This design comes from an exercise in tuning for small area, a short achievable clock period and few clock cycles per item on the open sky130 flow, not from production work. In this exercise RTL edits were held to simulation tests only and were not proved equivalent to the original. Power and IR drop assume default switching activity.

Setup of red:
## sio_core
module sio_core (
    input  wire        clk,
    input  wire        rst,
    input  wire        req_valid,
    output wire        req_ready,
    input  wire        req_evt,
    input  wire [63:0] req_data,
    input  wire        din_valid,
    output wire        din_ready,
    input  wire [7:0]  din,
    output wire        dout_valid,
    output wire [7:0]  dout,
    output wire        rsp_valid,
    output wire [31:0] rsp,
    output wire        adp_valid,
    output wire [15:0] adp,
    output wire        mat_req,
    output wire [7:0]  mat_len,
    input  wire [7:0]  mat_addr,
    output wire [7:0]  mat_data,
    input  wire        mat_ack,
    input  wire [31:0] mat_res
);
Settings: LEC_CHECK=0, ABC_CLOCK_PERIOD_IN_PS=6000, CAP_MARGIN=20, CORE_MARGIN=2, CORE_UTILIZATION=60, CTS_CLUSTER_DIAMETER=100, CTS_CLUSTER_SIZE=24, PLACE_DENSITY=0.7, SETUP_SLACK_MARGIN=4, SLEW_MARGIN=20, TNS_END_PERCENT=20; clock period 10.0 ns.
standard.sh (not shown) runs the stock make flow with config.mk's settings and CLKGATE_MAP_FILE= SYNTH_SCRIPT=/design/flow/synth_recipe.tcl, a recipe that flattens the netlist after the stock synthesis.
==> flow/flow/run.sh <==
#!/bin/bash
# Own layout flow: the standard layout (standard.sh, unchanged synthesis,
# floorplan, power grid, placement, CTS and routing), except that the port
# buffers that global placement inserts on every input and output are
# sky130_fd_sc_hd__buf_2 cells instead of the buffer OpenROAD picks by itself
# (a slow clkdlybuf4s50 delay cell). Every port still gets its buffer.
set -euo pipefail
export BUFFER_PORTS_ARGS="-buffer_cell sky130_fd_sc_hd__buf_2"
bash standard.sh > standard_flow.log 2>&1
Both conditions hold for red: the flow ran to the end and the final layout passed the timing, DRC and antenna checks.
Testbench counts of red, summed over its fixed seeds: cycles 5,525, txns 3,200.
#### Input delta (blue over red)
# red
export LEC_CHECK = 0
export ABC_CLOCK_PERIOD_IN_PS = 6000
export CAP_MARGIN = 20
export CORE_MARGIN = 2
export CORE_UTILIZATION = 60
export CTS_CLUSTER_DIAMETER = 100
export CTS_CLUSTER_SIZE = 24
export PLACE_DENSITY = 0.7
export SETUP_SLACK_MARGIN = 4
export SLEW_MARGIN = 20
export TNS_END_PERCENT = 20
create_clock -name core_clock -period 10.0 [get_ports {clk}]
# blue
export LEC_CHECK = 0
export ABC_AREA = 1
export CAP_MARGIN = 20
export CORE_MARGIN = 2
export CORE_UTILIZATION = 60
export CTS_CLUSTER_DIAMETER = 100
export CTS_CLUSTER_SIZE = 24
export SETUP_SLACK_MARGIN = 3.5
export SLEW_MARGIN = 20
create_clock -name core_clock -period 10.0 [get_ports {clk}]
[summary]
- Diff red -> blue: final sequential cell count held; detailed placement HPWL now larger; synthesized cell count moved up; via count rose by 7754; number of non-clock buffers in the layout dropped 77.
- Worst setup path endpoint: dout[3] -> red, mat_data[2] -> blue
- The standard cells in blue occupy less silicon area than those in red do.
- blue: fill cell total of the finished layout 19% above red
- Going from red to blue, total length of routed wires higher, xor/xnor cell area share of the yosys netlist lower.
Modified inputs, green compared to blue
# blue
export LEC_CHECK = 0
export ABC_AREA = 1
export CAP_MARGIN = 20
export CORE_MARGIN = 2
export CORE_UTILIZATION = 60
export CTS_CLUSTER_DIAMETER = 100
export CTS_CLUSTER_SIZE = 24
export SETUP_SLACK_MARGIN = 3.5
export SLEW_MARGIN = 20
create_clock -name core_clock -period 10.0 [get_ports {clk}]
# green
export LEC_CHECK = 0
export ABC_AREA = 1
export CAP_MARGIN = 20
export CORE_MARGIN = 2
export CORE_UTILIZATION = 60
export CTS_CLUSTER_DIAMETER = 100
export CTS_CLUSTER_SIZE = 24
export SETUP_SLACK_MARGIN = 5
export SLEW_MARGIN = 20
create_clock -name core_clock -period 10.0 [get_ports {clk}]
### Flow results
blue vs green, most common cell after layout, fill and taps aside: sky130_fd_sc_hd__nor2_1 vs sky130_fd_sc_hd__edfxtp_1
Clock network fraction of design power on green is down relative to blue.
green against blue: total chip power saw an increase, synthesis-to-layout area growth saw an increase, number of CTS-inserted buffers saw an increase, total wire length saw little to no change.

port drivers added, routing unchanged:
The results above use ideal ports. As a check the final layouts listed here were re-extracted and re-timed, cells and wires unchanged. Step 1: set_driving_cell puts a clkbuf_16 on clk and a buf_2 on each other input, an assumption about the parent block. Step 2 adds t to the input delays and takes it off the output delays; t is the mean of the earliest and latest rising clock arrival at the registers after step 1. Input paths then give back, and output paths get back, about the clock's delay inside the block. Slacks: ideal ports / drivers / drivers and shift; pairs: ideal ports / drivers.
run	t (ns)	slack for setup (ns)	latest minus earliest clock arrival (ns)	worst register clock-pin slew, ns
red	0.690	3.000 / 2.965 / 2.965	0.042 / 0.042	0.10 / 0.10
blue	0.689	3.340 / 3.306 / 3.275	0.041 / 0.042	0.11 / 0.11
green	0.697	3.366 / 3.335 / 3.335	0.038 / 0.038	0.10 / 0.10
After both steps setup and hold are still met in every run listed. For blue, which loses most, drivers alone change the setup slack by -0.034 ns; drivers and shift together by -0.065 ns.
